Context: an optimization exercise on an open-source flow, tuned for small area and few clock cycles per item. The choices shown serve that exercise and are no tape-out recipe. Function was checked by simulation only, so behaviour that the tests miss may differ from the original. The clock port is modelled as an ideal driver; clocking choices that lean on that would not hold on a real chip. Power and IR drop assume default switching activity.

**flow/flow/run.sh**
```bash
#!/bin/bash
# The standard layout (standard.sh: unchanged synthesis and steps) with
# settings passed to the ORFS scripts through their environment variables:
# - the buffers ABC put in the netlist are removed at floorplan (placement
#   is not timing driven, so global placement does not remove them);
# - buffer_ports puts the smallest buffer cell on every input and output port;
# - clock_tree_synthesis builds the tree without dummy loads.
# The whole make output goes to standard.log in this folder.
set -o pipefail
export REMOVE_ABC_BUFFERS=1
export BUFFER_PORTS_ARGS="-buffer_cell sky130_fd_sc_hd__buf_1"
export CTS_ARGS="-sink_clustering_enable -repair_clock_nets -buf_list sky130_fd_sc_hd__clkbuf_8 -sink_clustering_size 20 -sink_clustering_max_diameter 50 -dont_use_dummy_load"
bash standard.sh > standard.log 2>&1
```
**flow/standard.sh**
```bash
#!/bin/bash
# synth_recipe.tcl (not shown) runs the flow's synth.tcl, then flattens the netlist and writes it again
# the make line also repeats each setting of config.mk as NAME=value (left out here)
make -C /OpenROAD-flow-scripts/flow DESIGN_CONFIG=/design/flow/config.mk WORK_HOME=/design/flow/orfs CLKGATE_MAP_FILE= SYNTH_SCRIPT=/design/flow/synth_recipe.tcl "${@:-finish}"
```
**flow/config.mk**
```make
export PLATFORM = sky130hd
export DESIGN_NAME = accore_df
export DESIGN_NICKNAME = accore_df
export VERILOG_FILES = /design/flow/design.v
export SDC_FILE = /design/flow/constraint.sdc
export NUM_CORES = 4
export LEC_CHECK = 0
export CAP_MARGIN = 10
export CORE_MARGIN = 2
export CORE_UTILIZATION = 55
export CTS_BUF_LIST = sky130_fd_sc_hd__clkbuf_8
export CTS_CLUSTER_DIAMETER = 50
export CTS_CLUSTER_SIZE = 20
export GPL_ROUTABILITY_DRIVEN = 1
export GPL_TIMING_DRIVEN = 0
export PLACE_DENSITY = 0.7
export SLEW_MARGIN = 10
```
**flow/constraint.sdc**
```tcl
create_clock -name core_clock -period 16.0 [get_ports {clk}]
set_input_delay 3.2000 -clock core_clock [delete_from_list [all_inputs] [get_ports {clk}]]
set_output_delay 3.2000 -clock core_clock [all_outputs]
set_load 0.01 [all_outputs]
```
**flow/design.v**
```verilog
module accore_classifier #(
    parameter [23:0] REF_MARK      = 24'd465,
    parameter [23:0] REF_HDR_MARK  = 24'd3500,
    parameter [23:0] REF_SHORT     = 24'd417,
    parameter [23:0] REF_LONG      = 24'd1275,
    parameter [23:0] REF_HDR_SPACE = 24'd1715,
    parameter [23:0] REF_SEP       = 24'd9935,
    parameter [23:0] DELTA         = 24'd200
) (
    input  wire [23:0] dur,
    output wire [2:0]  mark_code,
    output wire [2:0]  space_code
);
    function win(input [23:0] d, input [23:0] r);
        win = (d >= r - DELTA) && (d <= r + DELTA);
    endfunction
    wire in_mark  = win(dur, REF_MARK);
    wire in_hmark = win(dur, REF_HDR_MARK);
    wire in_short = win(dur, REF_SHORT);
    wire in_long  = win(dur, REF_LONG);
    wire in_hsp   = win(dur, REF_HDR_SPACE);
    wire in_sep   = win(dur, REF_SEP);
    assign mark_code  = in_mark  ? 3'd0 : in_hmark ? 3'd1 : 3'd7;
    assign space_code = in_short ? 3'd0 : in_long  ? 3'd1 :
                        in_hsp   ? 3'd3 : in_sep   ? 3'd2 : 3'd7;
endmodule
module accore_df (
    input  wire        clk,
    input  wire        rst,           
    input  wire        cmd_valid,
    input  wire [31:0] cmd_data,
    output wire        cmd_ready,
    input  wire [2:0]  reg_addr,
    output reg  [31:0] reg_rdata,
    output wire        tx_valid,
    output wire        tx_kind,       
    output wire [23:0] tx_dur,
    input  wire        tx_ready,
    output wire        fault_o
);
    localparam [23:0] REF_MARK      = 24'd465;
    localparam [23:0] REF_HDR_MARK  = 24'd3500;
    localparam [23:0] REF_LONG      = 24'd1275;
    localparam [23:0] REF_SHORT     = 24'd417;
    localparam [23:0] REF_HDR_SPACE = 24'd1715;
    localparam [23:0] REF_SEP       = 24'd9935;
    localparam [63:0]  TEMPLATE_A = {8'h06, 8'h00, 8'h00, 8'h00, 8'h04, 8'hE0, 8'h20, 8'h02};
    localparam [151:0] TEMPLATE_B = {120'd0, 8'h04, 8'hE0, 8'h20, 8'h02};
    localparam [215:0] TEMPLATE_W = {TEMPLATE_B, TEMPLATE_A};
    localparam [31:0] CONFIG = 32'h0040_9841;
    localparam [4:0] WB_MODE  = 5'd13;   
    localparam [4:0] WB_TEMP  = 5'd14;   
    localparam [4:0] WB_FLAGS = 5'd15;   
    localparam [4:0] WB_FAN   = 5'd16;   
    localparam [4:0] WB_CK    = 5'd26;   
    localparam [5:0] OP_NOP = 6'h00, OP_CAPSTART = 6'h01, OP_PULSE = 6'h02,
                     OP_SPACE = 6'h03, OP_TIMEOUT = 6'h04, OP_POPCMD = 6'h05,
                     OP_CHKLEAD = 6'h06, OP_CLSM = 6'h08, OP_CLSS = 6'h09,
                     OP_NEWF = 6'h10, OP_GETR = 6'h11, OP_SETR = 6'h12,
                     OP_GETB = 6'h13, OP_SETB = 6'h14,
                     OP_SETTEMP = 6'h20, OP_GETTEMP = 6'h21,
                     OP_SETMODE = 6'h22, OP_GETMODE = 6'h23,
                     OP_SETFPWR = 6'h24, OP_GETFPWR = 6'h25,
                     OP_SETFANG = 6'h26, OP_GETFANG = 6'h27,
                     OP_SETFAN = 6'h28, OP_GETFAN = 6'h29,
                     OP_SETSWING = 6'h2A, OP_GETSWING = 6'h2B,
                     OP_CKGEN = 6'h30, OP_CKCHK = 6'h31, OP_GETCK = 6'h32,
                     OP_EMIT = 6'h38;
    localparam [3:0] F_AMBIGUOUS = 4'd1, F_MALFORMED = 4'd2, F_PAIR = 4'd3,
                     F_BITOUT = 4'd4, F_OVERFLOW = 4'd5, F_LENGTH = 4'd6,
                     F_QUEUE = 4'd7, F_RANGE = 4'd8, F_ILLCMD = 4'd9,
                     F_ILLOP = 4'd10, F_CKSUM = 4'd11, F_VARIANT = 4'd12,
                     F_UNINIT = 4'd13;
    localparam [1:0] S_AWAIT_HEADER = 2'd0, S_IN_FRAME = 2'd1, S_AWAIT_NEXT = 2'd2;
    localparam [2:0] E_IDLE = 3'd0, E_SETR = 3'd1, E_EMIT = 3'd2, E_POP = 3'd3,
                     E_TEMP = 3'd4, E_GETR = 3'd5, E_SETRX = 3'd6;
    function [3:0] mode_pat(input [2:0] i);
        case (i)
            3'd0: mode_pat = 4'd0;
            3'd1: mode_pat = 4'd2;
            3'd2: mode_pat = 4'd3;
            3'd3: mode_pat = 4'd4;
            default: mode_pat = 4'd6;
        endcase
    endfunction
    function [3:0] fan_pat(input [2:0] i);
        case (i)
            3'd0: fan_pat = 4'd10;
            3'd1: fan_pat = 4'd3;
            3'd2: fan_pat = 4'd4;
            3'd3: fan_pat = 4'd5;
            3'd4: fan_pat = 4'd6;
            default: fan_pat = 4'd7;
        endcase
    endfunction
    function [3:0] swing_pat(input [2:0] i);
        case (i)
            3'd0: swing_pat = 4'd15;
            3'd1: swing_pat = 4'd1;
            3'd2: swing_pat = 4'd2;
            3'd3: swing_pat = 4'd3;
            3'd4: swing_pat = 4'd4;
            default: swing_pat = 4'd5;
        endcase
    endfunction
    function [7:0] mode_idx(input [3:0] p);
        case (p)
            4'd0: mode_idx = 8'd0;
            4'd2: mode_idx = 8'd1;
            4'd3: mode_idx = 8'd2;
            4'd4: mode_idx = 8'd3;
            4'd6: mode_idx = 8'd4;
            default: mode_idx = 8'hFF;
        endcase
    endfunction
    function [7:0] fan_idx(input [3:0] p);
        case (p)
            4'd10: fan_idx = 8'd0;
            4'd3:  fan_idx = 8'd1;
            4'd4:  fan_idx = 8'd2;
            4'd5:  fan_idx = 8'd3;
            4'd6:  fan_idx = 8'd4;
            4'd7:  fan_idx = 8'd5;
            default: fan_idx = 8'hFF;
        endcase
    endfunction
    function [7:0] swing_idx(input [3:0] p);
        case (p)
            4'd15: swing_idx = 8'd0;
            4'd1:  swing_idx = 8'd1;
            4'd2:  swing_idx = 8'd2;
            4'd3:  swing_idx = 8'd3;
            4'd4:  swing_idx = 8'd4;
            4'd5:  swing_idx = 8'd5;
            default: swing_idx = 8'hFF;
        endcase
    endfunction
    function [7:0] thermo8(input [5:0] n);
        integer q;
        for (q = 0; q < 8; q = q + 1)
            thermo8[q] = (n > q);
    endfunction
    reg  [2:0]   eng;
    reg  [2:0]   ecnt;
    reg  [4:0]   ph;            
    reg  [1:0]   sync;
    reg          act;           
    reg          pend;
    reg          pmark;
    reg  [7:0]   cnt;           
    reg  [4:0]   q_pb;
    reg  [2:0]   q_head;        
    reg  [2:0]   qlen;          
    wire [215:0] w;             
    reg          wv_a;
    reg          wv_b;
    reg  [31:0]  evcnt;
    reg  [3:0]   fcode;
    reg          fpos_ev;       
    reg  [31:0]  res;
    reg  [1:0]   o_f;
    reg  [7:0]   o_idx;
    reg  [5:0]   o_len;
    reg  [3:0]   o_fc;          
    reg  [7:0]   xs;            
    reg  [7:0]   c0, c1, c2;
    reg  [1:0]   cur;
    reg  [2:0]   pnd;
    reg  [4:0]   pk0, pk1, pk2;
    reg  [2:0]   ps0, ps1, ps2;
    reg  [2:0]   p_slot;        
    reg  [7:0]   ck_s;          
    reg          e_kind;
    reg  [1:0]   e_st;
    wire        in_setr  = (eng == E_SETR);
    assign cmd_ready = (eng == E_IDLE) || in_setr;
    wire        accept   = cmd_valid && cmd_ready;
    wire [31:0] word     = cmd_data;
    wire        exec_en  = accept && !(!in_setr && cmd_data[31:26] == OP_SETR);
    wire [5:0]  op   = word[31:26];
    wire [1:0]  fsel = word[25:24];
    wire [7:0]  idx  = word[23:16];
    wire [5:0]  len  = word[13:8];
    wire [7:0]  val  = word[7:0];
    wire        rflag = word[25];
    wire [23:0] dur  = word[23:0];
    wire [2:0] mark_code, space_code;
    accore_classifier u_cls (
        .dur        (dur),
        .mark_code  (mark_code),
        .space_code (space_code)
    );
    wire       fld_op = (cmd_data[31:26] == OP_SETTEMP) || (cmd_data[31:26] == OP_SETMODE) ||
                        (cmd_data[31:26] == OP_SETFAN)  || (cmd_data[31:26] == OP_SETSWING);
    wire [4:0] fld_n  = (cmd_data[31:26] == OP_SETTEMP) ? 5'd6 :
                        (cmd_data[31:26] == OP_SETMODE) ? 5'd5 : 5'd8;
    reg        p_b;
    reg  [4:0] p_n;
    always @* begin
        case (eng)
            E_EMIT, E_GETR, E_SETRX:
                             begin p_b = (o_f == 2'd2); p_n = o_idx[7:3];    end
            E_TEMP:          begin p_b = 1'b1;          p_n = 5'd7;          end
            default:
                if (fld_op)  begin p_b = 1'b1;          p_n = fld_n;         end
                else         begin p_b = (fsel == 2'd2); p_n = idx[4:0] - 5'd1; end
        endcase
    end
    wire [63:0]  w_a = w[63:0];
    wire [151:0] w_b = w[215:64];
    wire [7:0] rbyte_a = w_a[8*p_n[2:0] +: 8];
    wire [7:0] rbyte_b = (p_n <= 5'd18) ? w_b[8*p_n +: 8] : 8'd0;
    wire [7:0] rbyte   = p_b ? rbyte_b : rbyte_a;
    wire [7:0] b_mode  = w[8*WB_MODE  +: 8];
    wire [7:0] b_temp  = w[8*WB_TEMP  +: 8];
    wire [7:0] b_flags = w[8*WB_FLAGS +: 8];
    wire [7:0] b_fan   = w[8*WB_FAN   +: 8];
    wire [7:0] b_ck    = w[8*WB_CK    +: 8];
    reg          illegal;
    reg          is_event;
    reg          discard;
    reg          fault;
    reg  [3:0]   fault_code;
    reg  [1:0]   n_sync;
    reg          n_act, n_pend, n_pmark;
    reg  [7:0]   n_cnt;
    reg          n_wv_a, n_wv_b;
    reg  [31:0]  n_res;
    reg          do_capstart;
    reg          do_push, push_pb;
    reg          do_pop;
    reg          do_app;
    reg          st_emit, st_temp, st_getr, st_setr;
    reg          w_newf;
    reg          w_bwe;         
    reg          w_fld;         
    reg  [4:0]   w_fn;
    reg  [7:0]   w_wbus;
    reg          sel_a;
    reg          sel_ok;
    reg  [8:0]   flen;
    reg  [8:0]   rng_end;
    reg  [1:0]   sym;
    reg          sym_ok;
    reg          close_full;
    reg  [7:0]   t2c;
    reg          t_limit;
    reg  [3:0]   pat;
    always @* begin
        illegal     = 1'b0;
        is_event    = 1'b0;
        discard     = 1'b0;
        fault       = 1'b0;
        fault_code  = 4'd0;
        n_sync   = sync;
        n_act    = act;
        n_pend   = pend;
        n_pmark  = pmark;
        n_cnt    = cnt;
        n_wv_a   = wv_a;
        n_wv_b   = wv_b;
        n_res    = 32'd0;
        do_capstart = 1'b0;
        do_push     = 1'b0;
        push_pb     = 1'b0;
        do_pop      = 1'b0;
        do_app      = 1'b0;
        st_emit     = 1'b0;
        st_temp     = 1'b0;
        st_getr     = 1'b0;
        st_setr     = 1'b0;
        w_newf      = 1'b0;
        w_bwe       = 1'b0;
        w_fld       = 1'b0;
        w_fn        = 5'd0;
        w_wbus      = val;
        sel_a = 1'b0; sel_ok = 1'b0; flen = 9'd0;
        sym = 2'd0; sym_ok = 1'b0; close_full = 1'b0;
        t2c = 8'd0; t_limit = 1'b0; pat = 4'd0;
        case (op)
            OP_NOP, OP_CAPSTART, OP_TIMEOUT, OP_POPCMD, OP_CHKLEAD, OP_NEWF,
            OP_GETTEMP, OP_GETMODE, OP_GETFPWR, OP_GETFANG, OP_GETFAN, OP_GETSWING,
            OP_CKGEN, OP_CKCHK, OP_GETCK, OP_EMIT:
                illegal = (word[25:0] != 26'd0);
            OP_PULSE, OP_SPACE, OP_CLSM, OP_CLSS:
                illegal = (word[25:24] != 2'd0);
            OP_GETR, OP_SETR:
                illegal = (word[15:14] != 2'd0) || (val != 8'd0);
            OP_GETB:
                illegal = (word[15:14] != 2'd0) || (len != 6'd0) || (val != 8'd0);
            OP_SETB:
                illegal = (word[15:14] != 2'd0) || (len != 6'd0);
            OP_SETTEMP:
                illegal = (word[25:8] != 18'd0);
            OP_SETMODE, OP_SETFPWR, OP_SETFANG, OP_SETFAN, OP_SETSWING:
                illegal = (word[24:8] != 17'd0);
            default:
                illegal = 1'b1;
        endcase
        if (fsel == 2'd1) begin
            sel_a = 1'b1; sel_ok = 1'b1; flen = 9'd64;
        end else if (fsel == 2'd2) begin
            sel_a = 1'b0; sel_ok = 1'b1; flen = 9'd152;
        end
        rng_end = {1'b0, idx} + {3'b0, len};
        if (in_setr) begin
            if (o_fc != 4'd0) begin
                fault = 1'b1;
                fault_code = o_fc;
            end else
                st_setr = 1'b1;
        end else if (illegal) begin
            fault = 1'b1;
            fault_code = F_ILLCMD;
        end else begin
            case (op)
            OP_NOP: n_res = 32'd0;
            OP_CAPSTART: begin
                do_capstart = 1'b1;
                n_sync = S_AWAIT_HEADER; n_act = 1'b0;
                n_pend = 1'b0; n_pmark = 1'b0;
                n_cnt = 8'd0;
            end
            OP_PULSE: begin
                if (fcode != 4'd0) discard = 1'b1;
                else begin
                    is_event = 1'b1;
                    if (pend) begin
                        fault = 1'b1; fault_code = F_MALFORMED;
                    end else if (mark_code == 3'd7) begin
                        fault = 1'b1; fault_code = F_AMBIGUOUS;
                    end else begin
                        n_pend  = 1'b1;
                        n_pmark = mark_code[0];
                        n_res   = {31'd0, mark_code[0]};
                    end
                end
            end
            OP_SPACE: begin
                if (fcode != 4'd0) discard = 1'b1;
                else begin
                    is_event = 1'b1;
                    if (pmark == 1'b1 && space_code == 3'd3) begin
                        sym = 2'd0; sym_ok = 1'b1;
                    end else if (pmark == 1'b0 && space_code == 3'd0) begin
                        sym = 2'd2; sym_ok = 1'b1;
                    end else if (pmark == 1'b0 && space_code == 3'd1) begin
                        sym = 2'd3; sym_ok = 1'b1;
                    end else if (pmark == 1'b0 && space_code == 3'd2) begin
                        sym = 2'd1; sym_ok = 1'b1;
                    end
                    if (!pend) begin
                        fault = 1'b1; fault_code = F_MALFORMED;
                    end else if (space_code == 3'd7) begin
                        fault = 1'b1; fault_code = F_AMBIGUOUS;
                    end else if (!sym_ok) begin
                        fault = 1'b1; fault_code = F_PAIR;
                    end else begin
                        case (sym)
                        2'd0: n_sync = S_IN_FRAME;
                        2'd2, 2'd3: begin
                            if (sync != S_IN_FRAME) begin
                                fault = 1'b1; fault_code = F_BITOUT;
                            end else if (act ? (cnt == 8'd152) : (cnt == 8'd64)) begin
                                fault = 1'b1; fault_code = F_OVERFLOW;
                            end else begin
                                do_app = 1'b1;
                                n_cnt  = cnt + 8'd1;
                            end
                        end
                        default: begin    
                            if (act == 1'b0) begin
                                if (cnt != 8'd0 && cnt != 8'd64) begin
                                    fault = 1'b1; fault_code = F_LENGTH;
                                end else if (cnt == 8'd64) begin
                                    n_act = 1'b1; n_cnt = 8'd0;
                                end
                            end else begin
                                if (cnt != 8'd0 && cnt != 8'd152) begin
                                    fault = 1'b1; fault_code = F_LENGTH;
                                end else if (cnt == 8'd152) begin
                                    if (qlen == 3'd4) begin
                                        fault = 1'b1; fault_code = F_QUEUE;
                                    end else begin
                                        do_push = 1'b1; push_pb = 1'b1;
                                        n_cnt = 8'd0; n_act = 1'b0;
                                    end
                                end
                            end
                            n_sync = S_AWAIT_NEXT;
                        end
                        endcase
                        n_pend  = 1'b0;
                        n_pmark = 1'b0;
                        n_res   = {30'd0, sym};
                    end
                end
            end
            OP_TIMEOUT: begin
                if (fcode != 4'd0) discard = 1'b1;
                else begin
                    is_event = 1'b1;
                    if (act == 1'b0) begin
                        if (cnt != 8'd0 && cnt != 8'd64) begin
                            fault = 1'b1; fault_code = F_LENGTH;
                        end
                        close_full = (cnt == 8'd64);
                    end else begin
                        if (cnt != 8'd0 && cnt != 8'd152) begin
                            fault = 1'b1; fault_code = F_LENGTH;
                        end
                        close_full = (cnt == 8'd152);
                    end
                    if (!fault) begin
                        if (act == 1'b1 || close_full) begin
                            if (qlen == 3'd4) begin
                                fault = 1'b1; fault_code = F_QUEUE;
                            end else begin
                                do_push = 1'b1;
                                push_pb = act && close_full;
                                n_res   = 32'd1;
                            end
                        end
                        n_pend = 1'b0; n_pmark = 1'b0;
                        n_cnt = 8'd0;
                        n_act = 1'b0; n_sync = S_AWAIT_HEADER;
                    end
                end
            end
            OP_POPCMD: begin
                if (qlen != 3'd0) begin
                    do_pop = 1'b1;
                    n_wv_a = 1'b1;
                    n_wv_b = q_pb[q_head];
                    n_res  = {29'd0, q_pb[q_head], 2'b11};
                end
            end
            OP_CHKLEAD: begin
                if (!wv_a) begin
                    fault = 1'b1; fault_code = F_UNINIT;
                end else
                    n_res = {31'd0, (w[63:0] == TEMPLATE_A)};
            end
            OP_CLSM: n_res = {29'd0, mark_code};
            OP_CLSS: n_res = {29'd0, space_code};
            OP_NEWF: begin
                w_newf = 1'b1;
                n_wv_a = 1'b1; n_wv_b = 1'b1;
            end
            OP_GETR, OP_SETR: begin
                if (len > 6'd32 || !sel_ok) begin
                    fault = 1'b1; fault_code = F_ILLOP;
                end else if (sel_a ? !wv_a : !wv_b) begin
                    fault = 1'b1; fault_code = F_UNINIT;
                end else if (rng_end > flen) begin
                    fault = 1'b1; fault_code = F_RANGE;
                end else if (op == OP_GETR) begin
                    st_getr = 1'b1;
                end else begin
                    st_setr = 1'b1;
                end
            end
            OP_GETB, OP_SETB: begin
                if (!sel_ok) begin
                    fault = 1'b1; fault_code = F_ILLOP;
                end else if (sel_a ? !wv_a : !wv_b) begin
                    fault = 1'b1; fault_code = F_UNINIT;
                end else if (idx == 8'd0 || idx > (sel_a ? 8'd8 : 8'd19)) begin
                    fault = 1'b1; fault_code = F_RANGE;
                end else if (op == OP_GETB) begin
                    n_res = {24'd0, rbyte};
                end else begin
                    w_bwe = 1'b1;
                end
            end
            OP_SETTEMP: begin
                if (!wv_b) begin
                    fault = 1'b1; fault_code = F_UNINIT;
                end else begin
                    if (val <= 8'd32) begin
                        t2c = 8'd32; t_limit = 1'b1;
                    end else if (val >= 8'd60) begin
                        t2c = 8'd60; t_limit = 1'b1;
                    end else begin
                        t2c = val; t_limit = 1'b0;
                    end
                    w_bwe   = 1'b1;
                    w_fld = 1'b1; w_fn = 5'd6;
                    w_wbus  = {1'b0, t2c[7:1]};
                    st_temp = 1'b1;
                    n_res = {14'd0, t_limit, t2c[0], 8'd0, t2c};
                end
            end
            OP_GETTEMP: begin
                if (!wv_b) begin
                    fault = 1'b1; fault_code = F_UNINIT;
                end else
                    n_res = {14'd0, b_flags[1], b_flags[0], 7'd0, b_temp, b_flags[0]};
            end
            OP_SETMODE: begin
                if (rflag ? (val >= 8'd16) : (val >= 8'd5)) begin
                    fault = 1'b1; fault_code = F_ILLOP;
                end else if (!wv_b) begin
                    fault = 1'b1; fault_code = F_UNINIT;
                end else begin
                    pat = rflag ? val[3:0] : mode_pat(val[2:0]);
                    w_bwe   = 1'b1;
                    w_fld = 1'b1; w_fn = 5'd5;
                    w_wbus  = {pat, b_mode[3:0]};
                    if (!rflag) begin
                        if (val == 8'd1 || val == 8'd2) w_wbus[0] = 1'b1;
                        else if (val == 8'd3)           w_wbus[0] = 1'b0;
                    end
                    n_res = {28'd0, pat};
                end
            end
            OP_GETMODE: begin
                if (!wv_b) begin
                    fault = 1'b1; fault_code = F_UNINIT;
                end else
                    n_res = {16'd0, mode_idx(b_mode[7:4]), 4'd0, b_mode[7:4]};
            end
            OP_SETFPWR, OP_GETFPWR, OP_SETFANG, OP_GETFANG: begin
                fault = 1'b1; fault_code = F_VARIANT;
            end
            OP_SETFAN, OP_SETSWING: begin
                if (rflag ? (val >= 8'd16) : (val >= 8'd6)) begin
                    fault = 1'b1; fault_code = F_ILLOP;
                end else if (!wv_b) begin
                    fault = 1'b1; fault_code = F_UNINIT;
                end else begin
                    w_bwe   = 1'b1;
                    w_fld = 1'b1; w_fn = 5'd8;
                    if (op == OP_SETFAN) begin
                        pat = rflag ? val[3:0] : fan_pat(val[2:0]);
                        w_wbus = {pat, b_fan[3:0]};
                    end else begin
                        pat = rflag ? val[3:0] : swing_pat(val[2:0]);
                        w_wbus = {b_fan[7:4], pat};
                    end
                    n_res = {28'd0, pat};
                end
            end
            OP_GETFAN: begin
                if (!wv_b) begin
                    fault = 1'b1; fault_code = F_UNINIT;
                end else
                    n_res = {16'd0, fan_idx(b_fan[7:4]), 4'd0, b_fan[7:4]};
            end
            OP_GETSWING: begin
                if (!wv_b) begin
                    fault = 1'b1; fault_code = F_UNINIT;
                end else
                    n_res = {16'd0, swing_idx(b_fan[3:0]), 4'd0, b_fan[3:0]};
            end
            OP_CKGEN, OP_CKCHK: begin
                if (!wv_b) begin
                    fault = 1'b1; fault_code = F_UNINIT;
                end else if (op == OP_CKCHK && ck_s != b_ck) begin
                    fault = 1'b1; fault_code = F_CKSUM;
                end else begin
                    if (op == OP_CKGEN) begin
                        w_bwe  = 1'b1;
                        w_fld  = 1'b1; w_fn = 5'd18;
                        w_wbus = ck_s;
                    end
                    n_res = {23'd0, 1'b1, ck_s};
                end
            end
            OP_GETCK: begin
                if (!wv_b) begin
                    fault = 1'b1; fault_code = F_UNINIT;
                end else
                    n_res = {24'd0, b_ck};
            end
            OP_EMIT: begin
                if (!wv_a || !wv_b) begin
                    fault = 1'b1; fault_code = F_UNINIT;
                end else begin
                    st_emit = 1'b1;
                    n_res = 32'd440;
                end
            end
            default: ;
            endcase
        end
    end
    wire commit = exec_en && !discard && !fault;
    wire [2:0] off = o_idx[2:0];
    wire       st_first = (ecnt == 3'd0);
    wire [3:0] fsh      = (eng == E_GETR) ? {1'b0, off} : (4'd8 - {1'b0, off});
    wire [15:0] fin     = (eng == E_GETR) ? {rbyte, xs} : {res[7:0], xs};
    wire [7:0] funnel   = fin >> fsh;
    wire [7:0] fmask    = thermo8(o_len) & ((eng == E_SETRX && st_first) ? ~thermo8({3'd0, off}) : 8'hFF);
    wire [7:0] g_chunk  = funnel & fmask;
    wire [7:0] s_byte   = (rbyte & ~fmask) | (funnel & fmask);
    wire [5:0] len_dec  = (o_len > 6'd8) ? (o_len - 6'd8) : 6'd0;
    wire       pop_wr  = (eng == E_POP);
    wire       m0 = pnd[0] && (pk0 == ph);
    wire       m1 = pnd[1] && (pk1 == ph);
    wire       m2 = pnd[2] && (pk2 == ph);
    wire       wany  = m0 || m1 || m2;
    wire [7:0] wdat  = m0 ? c0  : m1 ? c1  : c2;
    wire [2:0] wslot = m0 ? ps0 : m1 ? ps1 : ps2;
    wire [39:0] qt;                    
    genvar gs, gk;
    generate
        for (gs = 0; gs < 5; gs = gs + 1) begin : g_slot
            wire wr = wany && (wslot == gs);
            for (gk = 0; gk < 8; gk = gk + 1) begin : g_ring
                reg  [26:0] r;
                always @(posedge clk)
                    r <= {(wr ? wdat[gk] : r[0]), r[26:1]};
                assign qt[gs*8 + gk] = r[0];
            end
        end
    endgenerate
    reg [7:0] qtap;
    always @* begin
        case (p_slot)
            3'd0: qtap = qt[7:0];
            3'd1: qtap = qt[15:8];
            3'd2: qtap = qt[23:16];
            3'd3: qtap = qt[31:24];
            default: qtap = qt[39:32];
        endcase
    end
    wire [7:0] qbyte = (wany && wslot == p_slot) ? wdat : qtap;
    wire [2:0] q_sum  = q_head + qlen;
    wire [2:0] q_tail = (q_sum >= 3'd5) ? (q_sum - 3'd5) : q_sum;
    wire [2:0] q_next = (q_head == 3'd4) ? 3'd0 : (q_head + 3'd1);
    wire       app_bit = sym[0];
    wire       app = commit && do_app;
    wire       emit_data = rbyte[o_idx[2:0]];
    wire       emit_lastbit = (o_idx == (p_b ? 8'd151 : 8'd63));
    assign tx_valid = (eng == E_EMIT);
    assign tx_kind  = e_kind;
    assign tx_dur   = !e_kind ? ((e_st == 2'd0) ? REF_HDR_MARK : REF_MARK) :
                      (e_st == 2'd0) ? REF_HDR_SPACE :
                      (e_st == 2'd2) ? REF_SEP       :
                      (emit_data ? REF_LONG : REF_SHORT);
    wire       c_done = app && (cnt[2:0] == 3'd7);
    wire [4:0] c_k    = act ? (5'd8 + cnt[7:3]) : {2'b00, cnt[5:3]};
    always @(posedge clk) begin
        if (app && cur == 2'd0) c0 <= {app_bit, c0[7:1]};
        if (app && cur == 2'd1) c1 <= {app_bit, c1[7:1]};
        if (app && cur == 2'd2) c2 <= {app_bit, c2[7:1]};
        if (c_done) begin
            case (cur)
                2'd0: begin pk0 <= c_k; ps0 <= q_tail; end
                2'd1: begin pk1 <= c_k; ps1 <= q_tail; end
                default: begin pk2 <= c_k; ps2 <= q_tail; end
            endcase
        end
    end
    always @(posedge clk) begin
        if (rst) begin
            pnd <= 3'd0;
            cur <= 2'd0;
        end else begin
            if (c_done)
                cur <= (cur == 2'd2) ? 2'd0 : (cur + 2'd1);
            if (m0) pnd[0] <= 1'b0;
            if (m1) pnd[1] <= 1'b0;
            if (m2) pnd[2] <= 1'b0;
            if (c_done) begin
                if (pnd[0] && pk0 == c_k && ps0 == q_tail) pnd[0] <= 1'b0;
                if (pnd[1] && pk1 == c_k && ps1 == q_tail) pnd[1] <= 1'b0;
                if (pnd[2] && pk2 == c_k && ps2 == q_tail) pnd[2] <= 1'b0;
                pnd[cur] <= 1'b1;
            end
        end
    end
    wire       wr_x    = (eng == E_SETRX);
    wire       wr_t    = (eng == E_TEMP);
    wire       wr_any  = (commit && (w_bwe || w_fld)) || wr_x || wr_t || pop_wr;
    wire       wr_b    = (commit && w_fld) || p_b;
    wire [4:0] wr_n    = (commit && w_fld) ? w_fn : p_n;
    wire [4:0] wr_u    = pop_wr ? ph : (wr_b ? (5'd8 + wr_n) : {2'b00, wr_n[2:0]});
    wire [7:0] wr_bus  = pop_wr ? qbyte : wr_x ? s_byte : wr_t ? {b_flags[7:2], xs[1:0]} : w_wbus;
    wire       nf      = commit && w_newf;
    wire [7:0] wd0     = nf ? 8'h00 : wr_bus;
    wire [7:0] wd1     = nf ? 8'hFF : wr_bus;
    wire       s_in    = wr_any && (wr_u >= 5'd8) && (wr_u <= 5'd25);
    wire [7:0] s_old   = pop_wr ? 8'd0 : rbyte;
    genvar gn, gj;
    generate
        for (gn = 0; gn < 27; gn = gn + 1) begin : g_wbyte
            wire sel = wr_any && (wr_u == gn);
            for (gj = 0; gj < 8; gj = gj + 1) begin : g_wbit
                wire wd = TEMPLATE_W[8*gn + gj] ? wd1[gj] : wd0[gj];
                reg  q;
                always @(posedge clk)
                    if (nf || sel)
                        q <= wd;
                assign w[8*gn + gj] = q;
            end
        end
    endgenerate
    always @(posedge clk) begin
        if (rst) begin
            eng     <= E_IDLE;
            ph      <= 5'd0;
            sync    <= S_AWAIT_HEADER;
            act     <= 1'b0;
            pend    <= 1'b0;
            pmark   <= 1'b0;
            cnt     <= 8'd0;
            q_head  <= 3'd0;
            qlen    <= 3'd0;
            wv_a    <= 1'b0;
            wv_b    <= 1'b0;
            evcnt   <= 32'd0;
            fcode   <= 4'd0;
            fpos_ev <= 1'b0;
            res     <= 32'd0;
        end else begin
            ph <= (ph == 5'd26) ? 5'd0 : (ph + 5'd1);
            case (eng)
            E_EMIT: begin
                if (tx_ready) begin
                    e_kind <= !e_kind;
                    if (e_kind) begin
                        case (e_st)
                        2'd0: begin
                            e_st  <= 2'd1;
                            o_idx <= 8'd0;
                        end
                        2'd1: begin
                            o_idx <= o_idx + 8'd1;
                            if (emit_lastbit) e_st <= 2'd2;
                        end
                        default: begin
                            e_st <= 2'd0;
                            o_f  <= 2'd2;
                            if (p_b) eng <= E_IDLE;
                        end
                        endcase
                    end
                end
            end
            E_POP: begin
                o_idx <= o_idx + 8'd1;
                if (o_idx == 8'd26) eng <= E_IDLE;
            end
            E_TEMP: eng <= E_IDLE;
            E_GETR, E_SETRX: begin
                ecnt  <= ecnt + 3'd1;
                o_idx <= o_idx + 8'd8;
                if (eng == E_SETRX || !st_first) o_len <= len_dec;
                xs    <= (eng == E_GETR) ? rbyte : res[7:0];
                if (eng == E_SETRX || !st_first)
                    res <= {((eng == E_GETR) ? g_chunk : 8'd0), res[31:8]};
                if (ecnt == 3'd4) eng <= E_IDLE;
            end
            default: begin    
                if (accept && !exec_en) begin
                    o_f   <= cmd_data[25:24];
                    o_idx <= cmd_data[23:16];
                    o_len <= cmd_data[13:8];
                    o_fc  <= fault ? fault_code : 4'd0;
                    eng   <= E_SETR;
                end else if (exec_en) begin
                    eng <= E_IDLE;
                    if (discard) begin
                    end else if (fault) begin
                        if (is_event) evcnt <= evcnt + 32'd1;
                        if (fcode == 4'd0) begin
                            fcode   <= fault_code;
                            fpos_ev <= is_event;
                        end
                    end else begin
                        if (is_event) evcnt <= evcnt + 32'd1;
                        sync   <= n_sync;
                        act    <= n_act;
                        pend   <= n_pend;
                        pmark  <= n_pmark;
                        cnt    <= n_cnt;
                        wv_a   <= n_wv_a;
                        wv_b   <= n_wv_b;
                        if (!(st_getr || st_setr)) res <= n_res;
                        if (do_capstart) begin
                            evcnt   <= 32'd0;
                            fcode   <= 4'd0;
                            fpos_ev <= 1'b0;
                            q_head  <= 3'd0;
                            qlen    <= 3'd0;
                        end
                        if (do_push) begin
                            q_pb[q_tail] <= push_pb;
                            qlen <= qlen + 3'd1;
                        end
                        if (do_pop) begin
                            o_idx  <= 8'd0;
                            p_slot <= q_head;
                            q_head <= q_next;
                            qlen   <= qlen - 3'd1;
                            eng    <= E_POP;
                        end
                        if (st_emit) begin
                            eng    <= E_EMIT;
                            e_kind <= 1'b0;
                            e_st   <= 2'd0;
                            o_f    <= 2'd1;
                        end
                        if (st_temp) begin
                            eng <= E_TEMP;
                            xs  <= {6'd0, t_limit, t2c[0]};
                        end
                        if (st_getr || st_setr) begin
                            eng   <= st_getr ? E_GETR : E_SETRX;
                            ecnt  <= 3'd0;
                            if (st_getr) begin
                                o_f   <= fsel;
                                o_idx <= idx;
                                o_len <= len;
                            end else
                                o_len <= o_len + {3'd0, o_idx[2:0]};
                            xs    <= 8'd0;
                            if (st_setr) res <= cmd_data;
                        end
                    end
                end
            end
            endcase
        end
    end
    always @(posedge clk) begin
        if (commit && do_pop)
            ck_s <= 8'd0;
        else if (nf)
            ck_s <= 8'h06;      
        else if (s_in)
            ck_s <= ck_s + wr_bus - s_old;
    end
    wire [31:0] status = {(fcode != 4'd0), 3'd0, fcode, 4'd0, 1'b0, qlen,
                          cnt,
                          wv_b, wv_a, act, pmark, pend, act, sync};
    always @* begin
        case (reg_addr)
            3'd0: reg_rdata = status;
            3'd1: reg_rdata = res;
            3'd2: reg_rdata = fpos_ev ? evcnt : 32'd0;
            3'd3: reg_rdata = evcnt;
            3'd4: reg_rdata = CONFIG;
            default: reg_rdata = 32'd0;
        endcase
    end
    assign fault_o = (fcode != 4'd0);
endmodule
```
==> results of run 1 <==
==> final cells by class <==
| cell class | instances | area share, % |
|---|---|---|
| Timing Repair Buffer | 128 | 1.71 |
| Sequential cell | 1497 | 62.7 |
| Antenna cell | 6 | 0.0285 |
| Inverter | 123 | 0.877 |
| Tap cell | 1165 | 2.77 |
| Clock buffer | 106 | 2.77 |
| Multi-Input combinational cell | 2290 | 29.1 |
==> layer usage <==
| layer | share of wire (%) | up-vias |
|---|---|---|
| met2 | 41 | 1705 |
| met1 | 44 | 15657 |
| met5 | 0.0076 | - |
| met4 | 4.5 | 2 |
| li1 | - | 14783 |
| met3 | 9.9 | 337 |
==> power groups by stage <==
stage / clock, mW / sequential [mW] / combinational, mW
2_1_floorplan: 0 / 3.94 / 0.222
3_3_place_gp: 0 / 3.95 / 0.346
3_5_place_dp: 0 / 3.95 / 0.360
4_1_cts: 1.69 / 3.87 / 0.362
5_1_grt: 1.82 / 3.87 / 0.397
6_report: 1.64 / 3.87 / 0.376
==> path summary, 6_finish.rpt <==
kind,end,cells after the start,slack [ns],start
hold / removal,g_slot[2].g_ring[4].r[9],0,0.28,g_slot[2].g_ring[4].r[10]
hold reg to reg,g_slot[2].g_ring[4].r[9],0,0.28,g_slot[2].g_ring[4].r[10]
setup / recovery,tx_dur[4],14,3.60,cmd_data[26]
setup reg to reg,ck_s[7],23,6.62,eng[1]
==> worst max-delay path: stages <==
cell and delay [ns]:
buf_1 0.48, nor2b_1 1.13, nand3_1 0.63, nand2_1 0.71, buf_16 0.24, a221oi_1 0.10, o21ai_0 0.47, nand4_1 0.27
o21ai_1 0.91, mux4_2 0.46, mux2i_4 0.12, and3_1 0.22, nor2_1 0.09, buf_1 0.15
==> layout by cell type, fill, tap and decap left out, types with 13 or more instances in the layout <==
master       n
o211ai_1    34
buf_4       15
nor4_1      30
a221oi_1    46
mux2_2      48
a22oi_1     18
o22ai_1     26
nor2_1     229
a211oi_1    59
a21oi_1    174
or3_1       26
xor2_1      45
dfxtp_1   1191
o211a_1     15
nand2b_1    27
a221o_1     29
a21o_1      16
o21ai_1     30
and2_1      60
edfxtp_1   306
nand3_1    100
nand2_1    303
nor3_1      86
o21ai_0    175
a31o_2      13
nand4_1     43
and3_1      26
nor2b_1     24
o31ai_1     16
xnor2_1     66
inv_1      117
or2_2       15
buf_1       78
mux2i_1     65
a222oi_1    25
ha_1        62
a31oi_1     37
clkbuf_8   106
==> flip-flops by register name, summed over array words and instances (netlist names), 6 cells and up <==
| name | cells |
|---|---|
| c0 | 8 |
| c1 | 8 |
| c2 | 8 |
| ck_s | 8 |
| cnt | 8 |
| evcnt | 32 |
| g_slot.g_ring.r | 1080 |
| g_wbyte.g_wbit.q | 216 |
| o_idx | 8 |
| o_len | 6 |
| res | 32 |
| xs | 8 |
==> kinds of logic after synthesis <==
logic type	count (synthesis)	synth area share, %
compound gates	894	12.6
flops	1497	66.8
fa+ha+maj	74	2.01
simple gates	1073	10.9
xor+xnor	111	1.97
other cells	2	0.0152
buf+inv	332	2.75
mux	126	2.98
==> through the flow <==
| stage | instance area, µm² | cells | utilization (%) | setup WS, ns |
|---|---|---|---|---|
| final | 52700 | 5315 | 59.3 | 3.60 |
| after global placement | 50400 | 5161 | 56.8 | 1.08 |
| after CTS | 52600 | 5308 | 59.2 | 3.61 |
| after global routing | 52700 | 5311 | 59.3 | 3.61 |
| after detailed placement | 51100 | 5202 | 57.6 | 3.61 |
| after floorplan | 48600 | 3910 | - | 5.14 |
==> flow_summary.json, run 1 <==
{
  "run_status": "finished clean",
  "hp-class": "flip-flop to flip-flop",
  "maxCapViolations": 0,
  "grt_max_degree": 41,
  "regArea_mm2": 0.0330,
  "met2_usage_pct": 39.6,
  "p_sw_share_pct": 22.4,
  "use_met1_pct": 40.9,
  "nets": 4257,
  "required_ns": 12.80,
  "io_buffers": 86,
  "grt_usage_pct": 27.7,
  "cp.arrival_ns": 9.20,
  "grt_busiest_layer": "met1",
  "multi_input_area_mm2": 0.0153,
  "slew_violations": 0,
  "power.total_mw": 5.88,
  "numCtsBuffers": 106,
  "wl_per_cell_um": 24.7,
  "drt-total-wl_mm": 131,
  "synth_top_area_share_pct": 48.2,
  "yosys-top-cells-area": "dfxtp_1 (48%), edfxtp_1 (19%), nand2_1 (2.3%), o21ai_0 (2.0%), nor2_1 (1.8%)",
  "drive_gt1_share_pct": 7.67,
  "critical_path.max_fanout": 24,
  "die_h_um": 304,
  "cts_resized": 0,
  "p_leak_nw": 19.3,
  "rsz0062_at_grt": "false",
  "synthFlopType": "dfxtp_1",
  "setup_tns_ns": 0,
  "slew_headroom_pct": 5.01,
  "insertion_delay_ns": 0.80,
  "p_sw_mw": 1.32,
  "grt.overflow.total": 0,
  "ys_types": 116,
  "die_width_um": 304,
  "num_vias": 32484,
  "dpl.hpwl_mm": 95.4,
  "areaGrowthSynthToFinish_pct": 6.48,
  "tightest_slew_ns": 1.41,
  "cts_tree": "built",
  "syn_area_mm2": 0.0495,
  "dr.first_iter.drc_count": 3936,
  "synth_common_cells": "dfxtp_1 (1191), edfxtp_1 (306), nand2_1 (303)",
  "io_pins": 99,
  "clock_skew_ns": 0.119,
  "use_met3_pct": 5.75,
  "dr.pass1.iters": 7,
  "clkPwrFrac_pct": 27.9,
  "viasPerCell": 6.11,
  "cts.sinks": 1497,
  "ys_ff_latch": 1497,
  "yosys_warnings": 2,
  "place.gp.congestion": 1.00,
  "p_comb_share_pct": 6.4,
  "first_global_vias": 30144,
  "synthArstFlopShare_pct": 0,
  "netlist_instances": 4109,
  "vdd_drop_max_mv": 0.0794,
  "antenna_found_initial": 6,
  "cts_setup_buffers": 0,
  "finalCritPeriodShare_pct": 77.5,
  "hold_ws_ns": 0.276,
  "max_freq_ghz": 0.0807,
  "yosysMostFrequentCell": "dfxtp_1",
  "powerDensity_mw_per_mm2": 112,
  "ant_nets": 0,
  "hold_viol": 0,
  "finalSetupViolCount": 0,
  "crit_type": "input port to output pin",
  "path_clk_slew_ns": 0.11,
  "seqPwrFrac_pct": 65.8,
  "hold_buffers": 0,
  "end_kind": "output pin",
  "drc_errors": 0,
  "dieArea_mm2": 0.0924,
  "start_kind": "input port",
  "nFillCells": 7155,
  "core_mm2": 0.0888,
  "synth_seq_area_share_pct": 66.8,
  "start_util_pct": 55.7,
  "synth_edf_count": 306,
  "internal_power_mw": 4.56,
  "yosys.area.top_type": "dfxtp_1",
  "syn_avg_cell_area_um2": 12.0,
  "grt_first_pass_wirelength_mm": 193,
  "min_period_ns": 12.40,
  "row_count": 109
}
Testbench counts, summed over its fixed seeds: cycles 54,568, commands 31,224.
==> run 2, diff against run 1 <==
--- a/flow/design.v
+++ b/flow/design.v
@@ -697,6 +697,35 @@
             end
         end
     endgenerate
+    wire res_ld = commit && !(st_getr || st_setr);
+    wire res_sd = commit && st_setr;
+    wire res_sh = (eng == E_SETRX) || (eng == E_GETR && !st_first);
+    always @(posedge clk) begin
+        if (rst)
+            res <= 32'd0;
+        else if (res_ld)
+            res <= n_res;
+        else if (res_sd)
+            res <= cmd_data;
+        else if (res_sh)
+            res <= {((eng == E_GETR) ? g_chunk : 8'd0), res[31:8]};
+    end
+    always @(posedge clk) begin
+        if (rst || (commit && do_capstart)) begin
+            fcode   <= 4'd0;
+            fpos_ev <= 1'b0;
+        end else if (exec_en && !discard && fault && fcode == 4'd0) begin
+            fcode   <= fault_code;
+            fpos_ev <= is_event;
+        end
+    end
+    wire ev_inc = exec_en && !discard && is_event && !(commit && do_capstart);
+    always @(posedge clk) begin
+        if (rst || (commit && do_capstart))
+            evcnt <= 32'd0;
+        else if (ev_inc)
+            evcnt <= evcnt + 32'd1;
+    end
     always @(posedge clk) begin
         if (rst) begin
             eng     <= E_IDLE;
@@ -710,10 +739,6 @@
             qlen    <= 3'd0;
             wv_a    <= 1'b0;
             wv_b    <= 1'b0;
-            evcnt   <= 32'd0;
-            fcode   <= 4'd0;
-            fpos_ev <= 1'b0;
-            res     <= 32'd0;
         end else begin
             ph <= (ph == 5'd26) ? 5'd0 : (ph + 5'd1);
             case (eng)
@@ -749,8 +774,6 @@
                 o_idx <= o_idx + 8'd8;
                 if (eng == E_SETRX || !st_first) o_len <= len_dec;
                 xs    <= (eng == E_GETR) ? rbyte : res[7:0];
-                if (eng == E_SETRX || !st_first)
-                    res <= {((eng == E_GETR) ? g_chunk : 8'd0), res[31:8]};
                 if (ecnt == 3'd4) eng <= E_IDLE;
             end
             default: begin    
@@ -764,13 +787,7 @@
                     eng <= E_IDLE;
                     if (discard) begin
                     end else if (fault) begin
-                        if (is_event) evcnt <= evcnt + 32'd1;
-                        if (fcode == 4'd0) begin
-                            fcode   <= fault_code;
-                            fpos_ev <= is_event;
-                        end
                     end else begin
-                        if (is_event) evcnt <= evcnt + 32'd1;
                         sync   <= n_sync;
                         act    <= n_act;
                         pend   <= n_pend;
@@ -778,11 +795,7 @@
                         cnt    <= n_cnt;
                         wv_a   <= n_wv_a;
                         wv_b   <= n_wv_b;
-                        if (!(st_getr || st_setr)) res <= n_res;
                         if (do_capstart) begin
-                            evcnt   <= 32'd0;
-                            fcode   <= 4'd0;
-                            fpos_ev <= 1'b0;
                             q_head  <= 3'd0;
                             qlen    <= 3'd0;
                         end
@@ -817,7 +830,6 @@
                             end else
                                 o_len <= o_len + {3'd0, o_idx[2:0]};
                             xs    <= 8'd0;
-                            if (st_setr) res <= cmd_data;
                         end
                     end
                 end
--- a/flow/config.mk
+++ b/flow/config.mk
@@ -5,7 +5,7 @@
 export SDC_FILE = /design/flow/constraint.sdc
 export NUM_CORES = 4
 export LEC_CHECK = 0
-export CAP_MARGIN = 10
+export CAP_MARGIN = 20
 export CORE_MARGIN = 2
 export CORE_UTILIZATION = 55
 export CTS_BUF_LIST = sky130_fd_sc_hd__clkbuf_8
@@ -14,4 +14,4 @@
 export GPL_ROUTABILITY_DRIVEN = 1
 export GPL_TIMING_DRIVEN = 0
 export PLACE_DENSITY = 0.7
-export SLEW_MARGIN = 10
+export SLEW_MARGIN = 20
==> run 2 against run 1 <==
Still clean. Hold slack improved by 0.00068 ns. Via count is 3.1% lower. Synthesized cell count is 3.1% lower. Core utilization shrank 0.22 points. Register-to-register slack gained 0.51 ns. Clock skew up 0.0082 ns. Design area shrank 1.1%. Worst setup slack improved by 0.12 ns. Maximum frequency grew 0.99%. Final cell count down 2.0%. Power barely moved. Largest power group unchanged. Highest routed layer unchanged.
==> flow_summary.json, run 2 <==
{
  "rsz0062_at_grt": "false",
  "crit_path_cell_trace": "clkbuf_2 > nor4b_4 > a21oi_2 > o21ai_4 > buf_16 > buf_16 > o211ai_1 > a21oi_1 > nand4_1 > o21ai_1 > mux2i_1 > mux4_2 > nor2b_1 > nor2_1 > buf_1",
  "start_kind": "input port",
  "layout.cells.most_common": "dfxtp_1",
  "crit_type": "input port to output pin",
  "synthFlopType": "dfxtp_1",
  "dieArea_mm2": 0.0911,
  "place.gp.congestion": 1.00,
  "cts.sinks": 1497,
  "top_regs": "g_slot.g_ring.r (1080), g_wbyte.g_wbit.q (216)",
  "yosys.area.top_type": "dfxtp_1",
  "setup_tns_ns": 0,
  "cp_slowest_cell": "o21ai_1",
  "die_h_um": 302,
  "crit_path_max_incr_delay_ns": 0.90,
  "netlist_instances": 3983,
  "hp-class": "flip-flop to flip-flop",
  "die_width_um": 302,
  "synthArstFlopShare_pct": 0,
  "viasPerCell": 6.04,
  "cts_resized": 0,
  "row_count": 109,
  "drt-total-wl_mm": 122,
  "path_common_cell": "buf_16",
  "grt_max_degree": 38,
  "syn_avg_cell_area_um2": 12.2,
  "yosys_warnings": 2,
  "grt.overflow.total": 0,
  "hold_ws_ns": 0.277,
  "fin_ws_ns": 3.72,
  "cts_tree": "built",
  "mostFrequentLayoutCells": "dfxtp_1 (1191), nand2_1 (310), edfxtp_1 (306), nor2_1 (250), a21oi_1 (221)",
  "yosysMostFrequentCell": "dfxtp_1",
  "ys_ff_latch": 1497,
  "dr.first_iter.drc_count": 4466,
  "largest_reg_flops": 1080,
  "io_buffers": 86,
  "numCtsBuffers": 109,
  "nets": 4151,
  "vdd_drop_max_mv": 0.100,
  "start_util_pct": 55.4,
  "hold_viol": 0,
  "max_freq_ghz": 0.0815,
  "finalSetupViolCount": 0,
  "required_ns": 12.80,
  "synth_top_area_share_pct": 48.9,
  "top_register": "g_slot.g_ring.r",
  "critical_path.max_fanout": 22,
  "slew_headroom_pct": 16.0,
  "finalCritPeriodShare_pct": 76.7,
  "power.total_mw": 5.88,
  "areaGrowthSynthToFinish_pct": 6.78,
  "antenna_found_initial": 7,
  "path_clk_slew_ns": 0.11,
  "dp_slack_ns": 3.74,
  "io_pins": 99,
  "insertion_delay_ns": 0.79,
  "ys_types": 112,
  "run_status": "finished clean",
  "synth_common_cells": "dfxtp_1 (1191), nand2_1 (311), edfxtp_1 (306)",
  "dpl.hpwl_mm": 87.6,
  "drc_errors": 0,
  "synth_seq_area_share_pct": 67.7,
  "powerDensity_mw_per_mm2": 113,
  "grt_first_pass_wirelength_mm": 183,
  "min_period_ns": 12.28,
  "nFillCells": 7107,
  "cp.arrival_ns": 9.08,
  "slew_violations": 0,
  "synth_edf_count": 306,
  "yosys-top-cells-area": "dfxtp_1 (49%), edfxtp_1 (19%), nand2_1 (2.4%), a21oi_1 (2.3%), nor2_1 (1.9%)",
  "drive_gt1_share_pct": 8.07,
  "dr.pass1.iters": 6,
  "wl_per_cell_um": 23.5,
  "p_leak_nw": 19.5,
  "maxCapViolations": 0,
  "hold_buffers": 0,
  "syn_area_mm2": 0.0488,
  "cts_setup_buffers": 0,
  "num_vias": 31470,
  "ant_nets": 0,
  "core_mm2": 0.0881,
  "tightest_slew_ns": 1.26,
  "first_global_vias": 29394,
  "grt_usage_pct": 26.7,
  "end_kind": "output pin",
  "clock_skew_ns": 0.128
}
[run 2: changes by cell type in the layout (fill, tap and decap cells not counted), sizes merged, moves of 9 or more]
cell	before	now
o21ai	211	158
a21oi	177	228
and2	60	32
a211oi	63	36
nor3	92	72
a221o	29	11
nor2	239	257
a31oi	39	22
a22oi	18	34
nand3	101	88
and3	26	38
nor2b	24	35
a31o	14	5
[run 2: area by class of cell]
type | instances | area [µm²] | share of cell area (%)
well taps | 1165 | 1460 | 2.80
flip-flops and latches | 1497 | 33000 | 63.4
clock buffers | 109 | 1500 | 2.88
diodes | 6 | 15.0 | 0.0288
repair buffers | 131 | 1040 | 1.99
inverters | 115 | 432 | 0.829
multi-input cells | 2186 | 14600 | 28.0
[run 2: worst max-delay path, delay by kind of cell]
kind,cells,cell delay (ns)
mux,2,0.78
buf+inv,4,0.93
simple gates,4,1.58
compound gates,5,2.55
[run 2: power by group]
| group | total [mW] | internal (mW) | switching, mW | leakage [nW] |
|---|---|---|---|---|
| Combinational | 0.357 | 0.119 | 0.238 | 6.29 |
| Clock | 1.66 | 0.606 | 1.06 | 0.784 |
| Sequential | 3.86 | 3.85 | 0.0124 | 12.4 |
| Total | 5.88 | 4.57 | 1.31 | 19.5 |
[run 2: cell families (layout without fill, tap and decap cells)]
family / after synthesis / in the layout / share of synthesized area (%)
buffers and inverters: 310 / 355 / 2.71
adders and majority gates: 73 / 73 / 2.02
DFF: 1497 / 1497 / 67.7
xor gates and xnor gates: 119 / 119 / 2.14
muxes: 133 / 133 / 3.22
AOI/OAI and AO/OA: 817 / 817 / 11.7
other: 2 / 18 / 0.0154
and+or+nand+nor: 1032 / 1032 / 10.4
[run 2: metrics by stage]
step	util [%]	area, µm²	instances
2_1_floorplan	-	47900	3798
3_3_place_gp	56.4	49700	5049
3_5_place_dp	57.4	50500	5093
4_1_cts	59.1	52000	5202
5_1_grt	59.1	52100	5204
6_report	59.1	52100	5209
[run 2: path summary, 6_finish.rpt]
| kind | slack [ns] | from | to | cells after the start |
|---|---|---|---|---|
| max | 3.72 | cmd_data[30] | tx_dur[4] | 15 |
| min reg2reg | 0.28 | g_slot[2].g_ring[1].r[4] | g_slot[2].g_ring[1].r[3] | 0 |
| max reg2reg | 7.13 | eng[0] | ck_s[7] | 27 |
| min | 0.28 | g_slot[2].g_ring[1].r[4] | g_slot[2].g_ring[1].r[3] | 0 |
[run 2: routing by layer]
| metal | up-vias | routed length [µm] | global-route usage [%] |
|---|---|---|---|
| li1 | 14230 | - | - |
| met3 | 352 | 12500 | 5.76 |
| met5 | - | 26 | 0 |
| met4 | 4 | 5290 | 11.2 |
| met2 | 1690 | 52100 | 39.4 |
| met1 | 15194 | 52400 | 38.4 |
Testbench counts of run 2, summed over its fixed seeds: cycles 54,568, commands 31,224.
==> run 3, diff against run 2 <==
--- a/flow/design.v
+++ b/flow/design.v
@@ -697,6 +697,39 @@
             end
         end
     endgenerate
+    wire emit_step = (eng == E_EMIT) && tx_ready && e_kind;
+    wire oi_ld   = (accept && !exec_en) || (commit && st_getr);
+    wire oi_zero = (commit && do_pop) || (emit_step && e_st == 2'd0);
+    wire oi_inc8 = (eng == E_GETR) || (eng == E_SETRX);
+    wire oi_inc1 = (eng == E_POP) || (emit_step && e_st == 2'd1);
+    always @(posedge clk) begin
+        if (oi_ld)
+            o_idx <= cmd_data[23:16];
+        else if (oi_zero)
+            o_idx <= 8'd0;
+        else if (oi_inc8)
+            o_idx <= o_idx + 8'd8;
+        else if (oi_inc1)
+            o_idx <= o_idx + 8'd1;
+    end
+    always @(posedge clk) begin
+        if (oi_ld)
+            o_len <= cmd_data[13:8];
+        else if (commit && st_setr)
+            o_len <= o_len + {3'd0, o_idx[2:0]};
+        else if (eng == E_SETRX || (eng == E_GETR && !st_first))
+            o_len <= len_dec;
+    end
+    always @(posedge clk) begin
+        if (commit && (st_getr || st_setr))
+            xs <= 8'd0;
+        else if (commit && st_temp)
+            xs <= {6'd0, t_limit, t2c[0]};
+        else if (eng == E_GETR)
+            xs <= rbyte;
+        else if (eng == E_SETRX)
+            xs <= res[7:0];
+    end
     wire res_ld = commit && !(st_getr || st_setr);
     wire res_sd = commit && st_setr;
     wire res_sh = (eng == E_SETRX) || (eng == E_GETR && !st_first);
@@ -749,10 +782,8 @@
                         case (e_st)
                         2'd0: begin
                             e_st  <= 2'd1;
-                            o_idx <= 8'd0;
                         end
                         2'd1: begin
-                            o_idx <= o_idx + 8'd1;
                             if (emit_lastbit) e_st <= 2'd2;
                         end
                         default: begin
@@ -765,22 +796,16 @@
                 end
             end
             E_POP: begin
-                o_idx <= o_idx + 8'd1;
                 if (o_idx == 8'd26) eng <= E_IDLE;
             end
             E_TEMP: eng <= E_IDLE;
             E_GETR, E_SETRX: begin
                 ecnt  <= ecnt + 3'd1;
-                o_idx <= o_idx + 8'd8;
-                if (eng == E_SETRX || !st_first) o_len <= len_dec;
-                xs    <= (eng == E_GETR) ? rbyte : res[7:0];
                 if (ecnt == 3'd4) eng <= E_IDLE;
             end
             default: begin    
                 if (accept && !exec_en) begin
                     o_f   <= cmd_data[25:24];
-                    o_idx <= cmd_data[23:16];
-                    o_len <= cmd_data[13:8];
                     o_fc  <= fault ? fault_code : 4'd0;
                     eng   <= E_SETR;
                 end else if (exec_en) begin
@@ -804,7 +829,6 @@
                             qlen <= qlen + 3'd1;
                         end
                         if (do_pop) begin
-                            o_idx  <= 8'd0;
                             p_slot <= q_head;
                             q_head <= q_next;
                             qlen   <= qlen - 3'd1;
@@ -818,18 +842,11 @@
                         end
                         if (st_temp) begin
                             eng <= E_TEMP;
-                            xs  <= {6'd0, t_limit, t2c[0]};
                         end
                         if (st_getr || st_setr) begin
                             eng   <= st_getr ? E_GETR : E_SETRX;
                             ecnt  <= 3'd0;
-                            if (st_getr) begin
-                                o_f   <= fsel;
-                                o_idx <= idx;
-                                o_len <= len;
-                            end else
-                                o_len <= o_len + {3'd0, o_idx[2:0]};
-                            xs    <= 8'd0;
+                            if (st_getr) o_f <= fsel;
                         end
                     end
                 end
--- a/flow/config.mk
+++ b/flow/config.mk
@@ -5,7 +5,7 @@
 export SDC_FILE = /design/flow/constraint.sdc
 export NUM_CORES = 4
 export LEC_CHECK = 0
-export CAP_MARGIN = 20
+export CAP_MARGIN = 15
 export CORE_MARGIN = 2
 export CORE_UTILIZATION = 55
 export CTS_BUF_LIST = sky130_fd_sc_hd__clkbuf_8
@@ -14,4 +14,4 @@
 export GPL_ROUTABILITY_DRIVEN = 1
 export GPL_TIMING_DRIVEN = 0
 export PLACE_DENSITY = 0.7
-export SLEW_MARGIN = 20
+export SLEW_MARGIN = 15
==> run 3 against run 2 <==
Die area is 0.95% lower. First-iteration DRC count fell by 19%. Combinational power decreased by 14%. Power is 0.71% lower. Sequential power is essentially flat. Critical path depth is 1 lower. Via count shrank 1.8%. Final cell count increased by 0.46%. Still clean. Clock power about the same. Maximum frequency decreased by 3.6%.
==> flow_summary.json, run 3 <==
{
  "run_status": "finished clean",
  "cp_num_buf_inv": 2,
  "dieArea_mm2": 0.0902,
  "grt_usage_pct": 26.5,
  "insertion_delay_ns": 0.78,
  "crit_path_cell_trace": "buf_1 > or4b_1 > a211oi_1 > a21bo_4 > o211ai_1 > a21oi_1 > o2111ai_1 > o21ai_0 > mux2i_1 > mux4_2 > nand2_1 > nand2_1 > nand2_1 > buf_1",
  "fin_ws_ns": 3.27,
  "grt_busiest_layer": "met2",
  "cts_resized": 0,
  "p_sw_share_pct": 21.7,
  "viasPerCell": 5.91,
  "dr.first_iter.drc_count": 3608,
  "crit_path_max_incr_delay_ns": 0.89,
  "max_freq_ghz": 0.0785,
  "slew_violations": 0,
  "die_width_um": 300,
  "synth_common_cells": "dfxtp_1 (1199), nand2_1 (365), edfxtp_1 (298)",
  "min_period_ns": 12.73,
  "dr.pass1.iters": 7,
  "ys_types": 94,
  "top_regs": "g_slot.g_ring.r (1080), g_wbyte.g_wbit.q (216)",
  "drive_gt1_share_pct": 7.78,
  "grt_max_degree": 40,
  "first_global_vias": 28788,
  "grt.overflow.total": 0,
  "start_util_pct": 55.6,
  "synthFlopType": "dfxtp_1",
  "drc_errors": 0,
  "dpl.hpwl_mm": 88.0,
  "finalSetupViolCount": 0,
  "netlist_instances": 3999,
  "required_ns": 12.80,
  "tightest_slew_ns": 1.29,
  "cp_slowest_cell": "buf_1",
  "wl_per_cell_um": 23.1,
  "place.gp.congestion": 1.04,
  "rsz0062_at_grt": "false",
  "io_pins": 99,
  "ant_nets": 0,
  "clock_skew_ns": 0.124,
  "num_vias": 30917,
  "drt-total-wl_mm": 121,
  "slew_headroom_pct": 11.9,
  "internal_power_mw": 4.57,
  "synth_seq_area_share_pct": 68.2,
  "syn_area_mm2": 0.0483,
  "crit_type": "input port to output pin",
  "maxCapViolations": 0,
  "hold_viol": 0,
  "finalCritPeriodShare_pct": 79.6,
  "vdd_drop_max_mv": 0.0783,
  "io_buffers": 86,
  "syn_avg_cell_area_um2": 12.1,
  "yosys_warnings": 2,
  "largest_reg_flops": 1080,
  "hold_buffers": 0,
  "dp_slack_ns": 3.65,
  "top_register": "g_slot.g_ring.r",
  "hp-class": "flip-flop to flip-flop",
  "antenna_found_initial": 10,
  "clkPwrFrac_pct": 28.9,
  "cts_tree": "built",
  "use_met3_pct": 5.98,
  "cp.arrival_ns": 9.53,
  "end_kind": "output pin",
  "numCtsBuffers": 114,
  "areaGrowthSynthToFinish_pct": 7.01,
  "cts_setup_buffers": 0,
  "cts.sinks": 1497,
  "start_kind": "input port",
  "yosys.area.top_type": "dfxtp_1",
  "layout.cells.most_common": "dfxtp_1",
  "p_comb_share_pct": 5.2,
  "path_clk_slew_ns": 0.11,
  "core_mm2": 0.0869,
  "met2_usage_pct": 38.5,
  "synth_top_area_share_pct": 49.7,
  "powerDensity_mw_per_mm2": 113,
  "mostFrequentLayoutCells": "dfxtp_1 (1199), nand2_1 (365), edfxtp_1 (298), nor2_1 (290), a21oi_1 (197)",
  "nets": 4186,
  "power.total_mw": 5.84,
  "ys_ff_latch": 1497,
  "row_count": 108,
  "grt_first_pass_wirelength_mm": 179,
  "synth_edf_count": 298,
  "path_common_cell": "nand2_1",
  "critical_path.max_fanout": 32,
  "p_leak_nw": 19.5,
  "p_sw_mw": 1.27,
  "seqPwrFrac_pct": 65.9,
  "crit_family": "compound AO/OA/AOI/OAI gates",
  "use_met1_pct": 38.0,
  "synthArstFlopShare_pct": 0,
  "yosysMostFrequentCell": "dfxtp_1",
  "yosys-top-cells-area": "dfxtp_1 (50%), edfxtp_1 (19%), nand2_1 (2.8%), nor2_1 (2.3%), a21oi_1 (2.1%)",
  "die_h_um": 300
}
-- run 3: cell count changes after synthesis, moves of 22 or more --
cell and delta:
nor2_1 +41, a21oi_1 -23, a221oi_1 -22, nand2_1 +54, buf_2 -24, mux2i_1 +26
-- run 3: metrics by stage --
step | hold slack, ns | std cells | cell area [µm²] | util [%] | setup TNS (ns)
floorplan | 0.310 | 3828 | 47600 | - | 0
global placement | 0.310 | 5069 | 49300 | 56.8 | -18.99
CTS | 0.256 | 5226 | 51600 | 59.4 | 0
finish | 0.264 | 5233 | 51700 | 59.5 | 0
detailed placement | 0.312 | 5112 | 50100 | 57.6 | 0
global route | 0.271 | 5230 | 51700 | 59.5 | 0
-- run 3: final cells by class --
cell class	instances	area, µm²
diodes	5	12.5
clock buffers	114	1570
fillers	6971	35200
inverters	114	428
multi-input cells	2217	14400
flip-flops and latches	1497	33000
well taps	1155	1450
repair buffers	131	855
-- run 3: power by group through the flow --
stage	Clock, mW	Combinational [mW]	Sequential (mW)
4_1_cts	1.74	0.294	3.85
2_1_floorplan	0	0.175	3.93
6_report	1.69	0.306	3.85
5_1_grt	1.88	0.324	3.85
3_3_place_gp	0	0.281	3.93
3_5_place_dp	0	0.293	3.93
-- run 3: logic make-up (layout without fill, tap and decap cells) --
family,after synthesis,count (layout),synth area share (%)
mux,173,173,4.23
simple gates,1118,1118,10.9
xor+xnor,123,123,2.23
fa+ha+maj,72,72,2.02
other cells,2,17,0.0155
buf+inv,295,359,2.48
flops,1497,1497,68.2
compound gates,719,719,9.94
-- run 3: routing by layer --
layer  up-vias  share of wire, %
met5         -             0.036
met4         6               4.8
met3       346               9.7
met2      1533                42
met1     14877                44
li1      14155                 -
-- run 3: final timing paths --
check                              endpoint  cells after the start                 startpoint  slack [ns]
setup / recovery                 tx_dur[10]                     14               cmd_data[31]        3.27
hold / removal    g_slot[2].g_ring[0].r[12]                      0  g_slot[2].g_ring[0].r[13]        0.26
setup reg to reg                    ck_s[7]                     24                     eng[2]        7.32
hold reg to reg   g_slot[2].g_ring[0].r[12]                      0  g_slot[2].g_ring[0].r[13]        0.26
-- run 3: worst reg2reg max path: cells and delay by family (launching register included) --
family	cells	cell delay (ns)
mux	1	0.26
fa+ha+maj	2	0.85
simple gates	2	0.76
compound gates	14	5.17
xor+xnor	3	0.45
buf+inv	2	0.18
flops	1	0.99
Testbench counts of run 3, summed over its fixed seeds: cycles 54,568, commands 31,224.

static timing again, ports no longer ideal:
The flow's constraints put no driver on any port. The routed layouts listed below were extracted and timed again, unchanged, in two steps.
Step 1, drivers: a clkbuf_16 drives clk and a buf_2 each remaining input, both assumed.
Step 2 moves the port delays by t, midway between the first and last clock arrival at a register: inputs arrive t later, outputs are due t later. That takes back most of the time a late clock gives input paths.
Three values: ideal, step 1, step 2; two values: the first two.
run | t (ns) | setup WS [ns] | worst hold slack (ns) | clock arrival spread, ns | cell pins on the clock port's net
run 1 | 0.808 | 3.602 / 3.553 / 3.444 | 0.276 / 0.276 / 0.276 | 0.119 / 0.119 | 1
run 2 | 0.785 | 3.724 / 3.701 / 3.701 | 0.277 / 0.277 / 0.277 | 0.143 / 0.143 | 1
run 3 | 0.787 | 3.266 / 3.226 / 3.226 | 0.264 / 0.264 / 0.264 | 0.134 / 0.134 | 1
After both steps setup and hold are still met in every run listed. The setup slack of run 1, which loses most, moves by -0.049 ns with the drivers and by -0.158 ns with both steps.
